Source: an optimization exercise on an open RTL-to-GDS flow (aim: small area). Production flows keep margins and buffers that such runs may drop.
Only simulation tests tie the RTL to the original design; equivalence was not proved.

==> inputs of job 1235 <==
==> flow/design.v <==
module aht25_crc8 (
    input  wire [18:0] h,
    input  wire [17:0] t,
    output wire [7:0]  crc
);
    assign crc[0] = ~(h[1] ^ h[3] ^ h[4] ^ h[5] ^ h[11] ^ h[12] ^ h[13] ^ h[14] ^ h[18] ^ t[0] ^ t[3] ^ t[4] ^ t[6] ^ t[9] ^ t[10] ^ t[11] ^ t[14] ^ t[15]);
    assign crc[1] = ~(h[2] ^ h[4] ^ h[5] ^ h[6] ^ h[12] ^ h[13] ^ h[14] ^ h[15] ^ t[1] ^ t[4] ^ t[5] ^ t[7] ^ t[10] ^ t[11] ^ t[12] ^ t[15] ^ t[16]);
    assign crc[2] = ~(h[0] ^ h[3] ^ h[5] ^ h[6] ^ h[7] ^ h[13] ^ h[14] ^ h[15] ^ h[16] ^ t[2] ^ t[5] ^ t[6] ^ t[8] ^ t[11] ^ t[12] ^ t[13] ^ t[16] ^ t[17]);
    assign crc[3] = ~(h[1] ^ h[4] ^ h[6] ^ h[7] ^ h[8] ^ h[14] ^ h[15] ^ h[16] ^ h[17] ^ t[3] ^ t[6] ^ t[7] ^ t[9] ^ t[12] ^ t[13] ^ t[14] ^ t[17]);
    assign crc[4] = h[1] ^ h[2] ^ h[3] ^ h[4] ^ h[7] ^ h[8] ^ h[9] ^ h[11] ^ h[12] ^ h[13] ^ h[14] ^ h[15] ^ h[16] ^ h[17] ^ t[0] ^ t[3] ^ t[6] ^ t[7] ^ t[8] ^ t[9] ^ t[11] ^ t[13];
    assign crc[5] = ~(h[0] ^ h[1] ^ h[2] ^ h[8] ^ h[9] ^ h[10] ^ h[11] ^ h[15] ^ h[16] ^ h[17] ^ t[0] ^ t[1] ^ t[3] ^ t[6] ^ t[7] ^ t[8] ^ t[11] ^ t[12] ^ t[15]);
    assign crc[6] = h[1] ^ h[2] ^ h[3] ^ h[9] ^ h[10] ^ h[11] ^ h[12] ^ h[16] ^ h[17] ^ h[18] ^ t[1] ^ t[2] ^ t[4] ^ t[7] ^ t[8] ^ t[9] ^ t[12] ^ t[13] ^ t[16];
    assign crc[7] = ~(h[0] ^ h[2] ^ h[3] ^ h[4] ^ h[10] ^ h[11] ^ h[12] ^ h[13] ^ h[17] ^ h[18] ^ t[2] ^ t[3] ^ t[5] ^ t[8] ^ t[9] ^ t[10] ^ t[13] ^ t[14] ^ t[17]);
endmodule
module aht25_div25_step (
    input  wire [4:0] r,        
    input  wire       b,        
    output wire       qb,       
    output wire [4:0] ro        
);
    wire [5:0] t = {r, b};
    wire b1 = ~t[0];
    wire b2 = ~t[1] & b1;
    wire b3 = ~t[2] & b2;
    wire b4 = ~t[3] | b3;
    wire b5 = ~t[4] | b4;
    assign qb    = t[5] | ~b5;
    assign ro[0] = t[0] ^ qb;
    assign ro[1] = t[1] ^ (qb & b1);
    assign ro[2] = t[2] ^ (qb & b2);
    assign ro[3] = t[3] ^ (qb & ~b3);
    assign ro[4] = t[4] ^ (qb & ~b4);
endmodule
module aht25_convert (
    input  wire        sel_h,   
    input  wire [21:0] hum_s,   
    input  wire [31:0] temp,
    output wire [18:0] q
);
    wire        e133  = hum_s[21];
    wire [22:0] hum_x = e133 ? {1'b0, hum_s[20:0], 1'b0} : {3'b111, hum_s[19:0]};
    wire [22:0] tmp_x = {2'b01, temp[22:2]};
    wire [22:0] x     = sel_h ? hum_x : tmp_x;
    wire [22:0] k     = sel_h ? 23'h38000C : {19'd0, 3'b110, temp[1]};
    wire [22:0] y     = x + k;
    wire [4:0]  r [0:19];
    assign r[19] = {1'b0, y[22:19]};
    genvar i;
    generate
        for (i = 18; i >= 0; i = i - 1) begin : g_step
            aht25_div25_step u_step (.r(r[i+1]), .b(y[i]), .qb(q[i]), .ro(r[i]));
        end
    endgenerate
endmodule
module aht25_engine (
    input  wire        clk,
    input  wire        rst,             
    input  wire        ev_connect,
    input  wire        ev_read,
    input  wire        ev_write,
    input  wire        ev_disconnect,
    input  wire [6:0]  address,
    input  wire        write_intent,    
    input  wire [7:0]  data,
    input  wire [31:0] hum,             
    input  wire [31:0] temp,            
    output reg         ack,
    output reg  [7:0]  rdata
);
    localparam [7:0] STATUS = 8'h18;
    reg        measuring;
    reg [2:0]  read_index;
    reg [1:0]  write_index;
    reg        prefix_ok;       
    reg [17:0] raw_t;           
    reg [21:0] hum_s;           
    wire [18:0] div_q;
    aht25_convert u_convert (
        .sel_h (ev_read),
        .hum_s (hum_s),
        .temp  (temp),
        .q     (div_q)
    );
    wire [18:0] raw_h = div_q;          
    wire [7:0]  crc;
    aht25_crc8 u_crc (
        .h   (raw_h),
        .t   (raw_t),
        .crc (crc)
    );
    reg [7:0] frame_byte;
    always @(*) begin
        case (read_index)
            3'd1:    frame_byte = {1'b1, raw_h[18:12]};
            3'd2:    frame_byte = raw_h[11:4];
            3'd3:    frame_byte = {raw_h[3:0], 2'b01, raw_t[17:16]};
            3'd4:    frame_byte = raw_t[15:8];
            3'd5:    frame_byte = raw_t[7:0];
            3'd6:    frame_byte = crc;
            default: frame_byte = STATUS;
        endcase
    end
    wire trigger = (write_index == 2'd2) && prefix_ok && (data == 8'h33);
    always @(posedge clk) begin
        ack   <= ev_connect ? (address == 7'h38) : 1'b1;
        rdata <= measuring ? frame_byte : STATUS;
        if (ev_write && trigger) begin
            raw_t <= div_q[17:0];
            hum_s <= {hum[23], hum[20:0]};
        end
        if (rst) begin
            measuring   <= 1'b0;
            read_index  <= 3'd0;
            write_index <= 2'd0;
        end else if (ev_connect) begin
            if (address == 7'h38 && measuring)
                read_index <= 3'd0;
        end else if (ev_read) begin
            if (measuring) begin
                read_index <= read_index + 3'd1;
                if (read_index == 3'd7)
                    measuring <= 1'b0;
            end
        end else if (ev_write) begin
            case (write_index)
                2'd0: begin
                    if (data == 8'hBA) begin
                        measuring <= 1'b0;           
                    end else begin
                        write_index <= 2'd1;
                        prefix_ok   <= (data == 8'h00);
                    end
                end
                2'd1: begin
                    write_index <= 2'd2;
                    prefix_ok   <= prefix_ok & (data == 8'hAC);
                end
                default: begin
                    write_index <= 2'd0;
                    if (trigger)
                        measuring <= 1'b1;
                end
            endcase
        end
    end
endmodule
==> flow/flow/run.sh <==
#!/bin/bash
# Layout flow: the standard flow (standard.sh), with two changes:
#  - synthesis maps the logic with area-oriented ABC scripts (flow/abc_*.abc) in place of
#    ORFS's abc_area.script: each is run on the same netlist and the smallest result is kept.
#    Everything else in synthesis, and so every register, is as synth_recipe.tcl makes it.
#  - the port buffers are sky130_fd_sc_hd__buf_1;
#  - make variables listed in flow/make_args.txt, if any, are added to the make command.
# Each tool's output is in orfs/logs/ (synthesis: orfs/logs/.../1_2_yosys.log, which also
# lists each script's area); make's own output is in flow.log.
set -euo pipefail
W=$(pwd)
cat > "$W/area_synth.tcl" <<TCL
set ::area_scripts [lsort [glob {$W/flow/abc_*.abc}]]
proc abc {args} {
  set i [lsearch -exact \$args -script]
  set li [lsearch -exact \$args -liberty]
  set lib [lindex \$args [expr {\$li + 1}]]
  design -save area_pre_abc
  set best_area ""
  set best_script ""
  foreach s \$::area_scripts {
    design -load area_pre_abc
    set a \$args
    lset a [expr {\$i + 1}] \$s
    yosys abc {*}\$a
    yosys tee -q -o {$W/abc_stat.txt} stat -liberty \$lib
    set f [open {$W/abc_stat.txt}]
    set txt [read \$f]
    close \$f
    regexp {Chip area for module '[^']*': ([0-9.]+)} \$txt -> area
    puts "area_synth: \$s gives \$area"
    if {\$best_area eq "" || \$area < \$best_area} {
      set best_area \$area
      set best_script \$s
      design -save area_best
    }
  }
  design -load area_best
  puts "area_synth: kept \$best_script (\$best_area)"
}
source {$W/synth_recipe.tcl}
TCL
sed "s#SYNTH_SCRIPT=[^ ]*#SYNTH_SCRIPT=$W/area_synth.tcl#" "$W/standard.sh" > "$W/area_standard.sh"
ARGS=("BUFFER_PORTS_ARGS=-buffer_cell sky130_fd_sc_hd__buf_1")
# further make variables, one per line
if [[ -f "$W/flow/make_args.txt" ]]; then
  while IFS= read -r line; do [[ -n "$line" ]] && ARGS+=("$line"); done < "$W/flow/make_args.txt"
fi
bash "$W/area_standard.sh" "${ARGS[@]}" finish > "$W/flow.log" 2>&1
==> flow/flow/abc_deep3.abc <==
strash
&get -n
&st
&deepsyn -T 120 -S 3
&dch -f
&nf -a -R 1000
&put
==> flow/flow/make_args.txt <==
CTS_ARGS=-sink_clustering_enable -repair_clock_nets -buf_list {sky130_fd_sc_hd__clkbuf_4 sky130_fd_sc_hd__clkbuf_8} -sink_clustering_size 20 -dont_use_dummy_load
GPL_KEEP_OVERFLOW=0
==> flow/standard.sh <==
#!/bin/bash
# synth_recipe.tcl (not shown) runs the flow's synth.tcl, then flattens the netlist and writes it again
# the make line also repeats each setting of config.mk as NAME=value (left out here)
make -C /OpenROAD-flow-scripts/flow DESIGN_CONFIG=/design/flow/config.mk WORK_HOME=/design/flow/orfs CLKGATE_MAP_FILE= SYNTH_SCRIPT=/design/flow/synth_recipe.tcl "${@:-finish}"
==> flow/config.mk <==
export PLATFORM = sky130hd
export DESIGN_NAME = aht25_engine
export DESIGN_NICKNAME = aht25_engine
export VERILOG_FILES = /design/flow/design.v
export SDC_FILE = /design/flow/constraint.sdc
export NUM_CORES = 4
export LEC_CHECK = 0
export ABC_AREA = 1
export CAP_MARGIN = 20
export CORE_MARGIN = 2
export CORE_UTILIZATION = 40
export CTS_BUF_LIST = sky130_fd_sc_hd__clkbuf_4 sky130_fd_sc_hd__clkbuf_8
export CTS_CLUSTER_SIZE = 10
export SLEW_MARGIN = 20
==> flow/constraint.sdc <==
create_clock -name core_clock -period 30.0 [get_ports {clk}]
set_input_delay 6.0000 -clock core_clock [delete_from_list [all_inputs] [get_ports {clk}]]
set_output_delay 6.0000 -clock core_clock [all_outputs]
set_load 0.01 [all_outputs]
==> job 1851: changes against job 1235 <==
--- a/flow/design.v
+++ b/flow/design.v
@@ -43,11 +43,14 @@
     wire [22:0] x     = sel_h ? hum_x : tmp_x;
     wire [22:0] k     = sel_h ? 23'h38000C : {19'd0, 3'b110, temp[1]};
     wire [22:0] y     = x + k;
-    wire [4:0]  r [0:19];
-    assign r[19] = {1'b0, y[22:19]};
+    wire [3:0]  r19 = y[22:19];
+    wire        b18 = y[18];
+    assign q[18] = r19[3] & r19[2] & (r19[0] | b18);
+    wire [4:0]  r [0:18];
+    assign r[18] = q[18] ? {3'b000, r19[0] & b18, r19[0] & ~b18} : {r19, b18};
     genvar i;
     generate
-        for (i = 18; i >= 0; i = i - 1) begin : g_step
+        for (i = 17; i >= 0; i = i - 1) begin : g_step
             aht25_div25_step u_step (.r(r[i+1]), .b(y[i]), .qb(q[i]), .ro(r[i]));
         end
     endgenerate
@@ -72,7 +75,9 @@
     reg [2:0]  read_index;
     reg [1:0]  write_index;
     reg        prefix_ok;       
-    reg [17:0] raw_t;           
+    reg        raw_t17;
+    reg [15:0] raw_t_lo;
+    wire [17:0] raw_t = {raw_t17, ~raw_t17, raw_t_lo};
     reg [21:0] hum_s;           
     wire [18:0] div_q;
     aht25_convert u_convert (
@@ -105,7 +110,8 @@
         ack   <= ev_connect ? (address == 7'h38) : 1'b1;
         rdata <= measuring ? frame_byte : STATUS;
         if (ev_write && trigger) begin
-            raw_t <= div_q[17:0];
+            raw_t17  <= div_q[17];
+            raw_t_lo <= div_q[15:0];
             hum_s <= {hum[23], hum[20:0]};
         end
         if (rst) begin
--- a/flow/flow/run.sh
+++ b/flow/flow/run.sh
@@ -1,10 +1,12 @@
 #!/bin/bash
-# Layout flow: the standard flow (standard.sh), with two changes:
+# Layout flow: the standard flow (standard.sh), with these changes:
 #  - synthesis maps the logic with area-oriented ABC scripts (flow/abc_*.abc) in place of
 #    ORFS's abc_area.script: each is run on the same netlist and the smallest result is kept.
 #    Everything else in synthesis, and so every register, is as synth_recipe.tcl makes it.
 #  - the port buffers are sky130_fd_sc_hd__buf_1;
-#  - make variables listed in flow/make_args.txt, if any, are added to the make command.
+#  - (flow/make_args.txt) ADDER_MAP_FILE is empty, so ABC maps the adders too, and CTS uses
+#    clkbuf_4/clkbuf_8 without dummy loads;
+#  - the make variables listed in flow/make_args.txt are added to the make command.
 # Each tool's output is in orfs/logs/ (synthesis: orfs/logs/.../1_2_yosys.log, which also
 # lists each script's area); make's own output is in flow.log.
 set -euo pipefail
==> flow/flow/abc_deep3b.abc (new file) <==
strash
&get -n
&st
&deepsyn -T 120 -S 3
&b -d
&dch -f
&nf -R 1000 -D 22000
&put
==> flow/flow/make_args.txt (replaced) <==
CTS_ARGS=-sink_clustering_enable -repair_clock_nets -buf_list {sky130_fd_sc_hd__clkbuf_4 sky130_fd_sc_hd__clkbuf_8} -sink_clustering_size 20 -dont_use_dummy_load
ADDER_MAP_FILE=
removed: flow/flow/abc_deep3.abc
==> comparison table <==
metric	job 1851	job 1235
Detailed Place HPWL	9.529 mm	9.885 mm
Die X-Extent	112.7 um	115.3 um
Slack of the worst reg-to-reg path	7680 ps	7640 ps
Global-route usage over all layers	18.79%	18.57%
Adder-cell share of the synthesized area	0%	7.074%
Routed metal-1 wirelength	5.424 mm	5.400 mm
Via count of the first global-routing pass	4041	4098
Most numerous cell on the critical path	sky130_fd_sc_hd__nor2_1	sky130_fd_sc_hd__ha_1
Crit. path cell count	99	116
Layout cell share with drive strength beyond 1	2.370%	5.810%
Nonclk buf count	79	82
Via Count	4397	4374
Clock buffers and inverters, area share	1.296%	1.209%
Result of the run	finished clean	finished clean
Share of the synthesized netlist area taken by xor and xnor gates	23.91%	22.64%
Period utilisation layout	92.67%	93.04%
Number of detailed-route iterations in the first pass	4	6
Routing usage on met3	2.785%	2.688%

* * *

==> inputs of branch delta <==
RTL: the design.v shown in full above, as it stands there.
==> flow/config.mk <==
export PLATFORM = sky130hd
export DESIGN_NAME = aht25_engine
export DESIGN_NICKNAME = aht25_engine
export VERILOG_FILES = /design/flow/design.v
export SDC_FILE = /design/flow/constraint.sdc
export NUM_CORES = 4
export LEC_CHECK = 0
export ABC_AREA = 1
export CAP_MARGIN = 20
export CORE_MARGIN = 2
export CORE_UTILIZATION = 40
export CTS_BUF_LIST = sky130_fd_sc_hd__clkbuf_4 sky130_fd_sc_hd__clkbuf_8
export CTS_CLUSTER_SIZE = 10
export SLEW_MARGIN = 20
==> flow/constraint.sdc <==
create_clock -name core_clock -period 30.0 [get_ports {clk}]
set_input_delay 6.0000 -clock core_clock [delete_from_list [all_inputs] [get_ports {clk}]]
set_output_delay 6.0000 -clock core_clock [all_outputs]
set_load 0.01 [all_outputs]
standard.sh (not shown) runs the stock make flow with config.mk's settings and CLKGATE_MAP_FILE= SYNTH_SCRIPT=/design/flow/synth_recipe.tcl, a recipe that flattens the netlist after the stock synthesis.
==> flow/flow/run.sh <==
#!/bin/bash
# Layout flow: the standard flow (standard.sh), with two changes:
#  - synthesis maps the logic with area-oriented ABC scripts (flow/abc_*.abc) in place of
#    ORFS's abc_area.script: each is run on the same netlist and the smallest result is kept.
#    Everything else in synthesis, and so every register, is as synth_recipe.tcl makes it.
#  - the port buffers are sky130_fd_sc_hd__buf_1;
#  - make variables listed in flow/make_args.txt, if any, are added to the make command.
# Each tool's output is in orfs/logs/ (synthesis: orfs/logs/.../1_2_yosys.log, which also
# lists each script's area); make's own output is in flow.log.
set -euo pipefail
W=$(pwd)
cat > "$W/area_synth.tcl" <<TCL
set ::area_scripts [lsort [glob {$W/flow/abc_*.abc}]]
proc abc {args} {
  set i [lsearch -exact \$args -script]
  set li [lsearch -exact \$args -liberty]
  set lib [lindex \$args [expr {\$li + 1}]]
  design -save area_pre_abc
  set best_area ""
  set best_script ""
  foreach s \$::area_scripts {
    design -load area_pre_abc
    set a \$args
    lset a [expr {\$i + 1}] \$s
    yosys abc {*}\$a
    yosys tee -q -o {$W/abc_stat.txt} stat -liberty \$lib
    set f [open {$W/abc_stat.txt}]
    set txt [read \$f]
    close \$f
    regexp {Chip area for module '[^']*': ([0-9.]+)} \$txt -> area
    puts "area_synth: \$s gives \$area"
    if {\$best_area eq "" || \$area < \$best_area} {
      set best_area \$area
      set best_script \$s
      design -save area_best
    }
  }
  design -load area_best
  puts "area_synth: kept \$best_script (\$best_area)"
}
source {$W/synth_recipe.tcl}
TCL
sed "s#SYNTH_SCRIPT=[^ ]*#SYNTH_SCRIPT=$W/area_synth.tcl#" "$W/standard.sh" > "$W/area_standard.sh"
ARGS=("BUFFER_PORTS_ARGS=-buffer_cell sky130_fd_sc_hd__buf_1")
# further make variables, one per line
if [[ -f "$W/flow/make_args.txt" ]]; then
  while IFS= read -r line; do [[ -n "$line" ]] && ARGS+=("$line"); done < "$W/flow/make_args.txt"
fi
bash "$W/area_standard.sh" "${ARGS[@]}" finish > "$W/flow.log" 2>&1
==> flow/flow/abc_deep1.abc <==
strash
&get -n
&st
&deepsyn -T 60 -S 2
&dch -f
&nf -a -R 1000
&put
==> flow/flow/abc_deep2.abc <==
strash
&get -n
&st
&deepsyn -T 60 -S 1
&dch -f
&nf -a -R 1000
&put
==> flow/flow/abc_deep3.abc <==
strash
&get -n
&st
&deepsyn -T 120 -S 3
&dch -f
&nf -a -R 1000
&put
==> flow/flow/abc_fast.abc <==
strash
&get -n
&st
&dch -f
&nf -a -R 1000
&st
&syn2
&dch -f
&nf -a -R 1000
&put
==> flow/flow/make_args.txt <==
CTS_ARGS=-sink_clustering_enable -repair_clock_nets -buf_list {sky130_fd_sc_hd__clkbuf_4 sky130_fd_sc_hd__clkbuf_8} -sink_clustering_size 20 -dont_use_dummy_load
==> inputs of branch quartz, as changes to branch delta <==
--- a/flow/design.v
+++ b/flow/design.v
@@ -32,16 +32,16 @@
     assign ro[4] = t[4] ^ (qb & ~b4);
 endmodule
 module aht25_convert (
-    input  wire        sel_h,   
-    input  wire [21:0] hum_s,   
-    input  wire [31:0] temp,
+    input  wire        sel_t,   
+    input  wire [31:0] hum,
+    input  wire [21:0] temp_m,  
     output wire [18:0] q
 );
-    wire        e133  = hum_s[21];
-    wire [22:0] hum_x = e133 ? {1'b0, hum_s[20:0], 1'b0} : {3'b111, hum_s[19:0]};
-    wire [22:0] tmp_x = {2'b01, temp[22:2]};
-    wire [22:0] x     = sel_h ? hum_x : tmp_x;
-    wire [22:0] k     = sel_h ? 23'h38000C : {19'd0, 3'b110, temp[1]};
+    wire        e133  = hum[23];
+    wire [22:0] hum_x = e133 ? {1'b0, hum[20:0], 1'b0} : {3'b111, hum[19:0]};
+    wire [22:0] tmp_x = {2'b01, temp_m[21:1]};
+    wire [22:0] x     = sel_t ? tmp_x : hum_x;
+    wire [22:0] k     = sel_t ? {19'd0, 3'b110, temp_m[0]} : 23'h38000C;
     wire [22:0] y     = x + k;
     wire [4:0]  r [0:19];
     assign r[19] = {1'b0, y[22:19]};
@@ -72,16 +72,16 @@
     reg [2:0]  read_index;
     reg [1:0]  write_index;
     reg        prefix_ok;       
-    reg [17:0] raw_t;           
-    reg [21:0] hum_s;           
+    reg [18:0] raw_h;           
+    reg [21:0] temp_m;          
     wire [18:0] div_q;
     aht25_convert u_convert (
-        .sel_h (ev_read),
-        .hum_s (hum_s),
-        .temp  (temp),
-        .q     (div_q)
+        .sel_t  (ev_read),
+        .hum    (hum),
+        .temp_m (temp_m),
+        .q      (div_q)
     );
-    wire [18:0] raw_h = div_q;          
+    wire [17:0] raw_t = div_q[17:0];    
     wire [7:0]  crc;
     aht25_crc8 u_crc (
         .h   (raw_h),
@@ -105,8 +105,8 @@
         ack   <= ev_connect ? (address == 7'h38) : 1'b1;
         rdata <= measuring ? frame_byte : STATUS;
         if (ev_write && trigger) begin
-            raw_t <= div_q[17:0];
-            hum_s <= {hum[23], hum[20:0]};
+            raw_h  <= div_q;
+            temp_m <= temp[22:1];
         end
         if (rst) begin
             measuring   <= 1'b0;
Settings changed: CORE_UTILIZATION 40 to 60, GPL_TIMING_DRIVEN from default to 0.
removed: flow/flow/abc_deep2.abc
removed: flow/flow/abc_deep3.abc
removed: flow/flow/abc_fast.abc
==> qor summary <==
Buffers plus inverters on the worst setup path: branch quartz 8; branch delta 11
Number of tap cells added at floorplan: branch quartz 105; branch delta 168
Number of iterations in the first detailed-routing pass: branch quartz 6; branch delta 5
Final-stage net count: branch quartz 794; branch delta 781
Rows: branch quartz 33; branch delta 40
Summed instance area of the synthesized netlist: branch quartz 0.00500 mm^2; branch delta 0.00495 mm^2
Non-clock buffer share: branch quartz 0.0623; branch delta 0.0752
Result of the run: branch quartz complete, no violations; branch delta complete, no violations
Number of fill cells: branch quartz 635; branch delta 1,201
Wire per inst: branch quartz 15.1 um; branch delta 14.7 um
Largest fanout on the critical path: branch quartz 9; branch delta 11
Maximum number of pins on one net before global-route repair: branch quartz 31; branch delta 23

## port drivers added, routing unchanged
The flow's constraints put no driver on any port. The routed layouts listed below were extracted and timed again, unchanged, in two steps.
Step 1 sets driving cells, clkbuf_16 on the clock port and buf_2 on the other inputs (assumed; they add their load-dependent delay and slew).
Step 2, shift: input delay + t, output delay - t, t = (earliest + latest rising clock arrival at the registers) / 2. This alone moves slack from input paths to output paths.
Slacks: ideal / step 1 / step 2; pairs: ideal / step 1.
| run | shift t [ns] | setup slack, ns | worst setup path after step 2 | clock arrival spread, ns | cell pins on the clock port's net |
|---|---|---|---|---|---|
| job 1235 | 0.354 | 2.087 / 2.098 / 1.743 | input to register | 0.018 / 0.019 | 1 |
| job 1851 | 0.356 | 2.198 / 2.212 / 1.856 | input to register | 0.016 / 0.016 | 1 |
| branch delta | 0.353 | 2.419 / 2.433 / 2.079 | input to register | 0.011 / 0.011 | 1 |
| branch quartz | 0.357 | 2.112 / 2.111 / 1.754 | input to register | 0.016 / 0.016 | 1 |
After both steps every run listed still meets setup and hold. For branch quartz, which loses most, drivers alone change the setup slack by -0.001 ns; drivers and shift together by -0.358 ns.
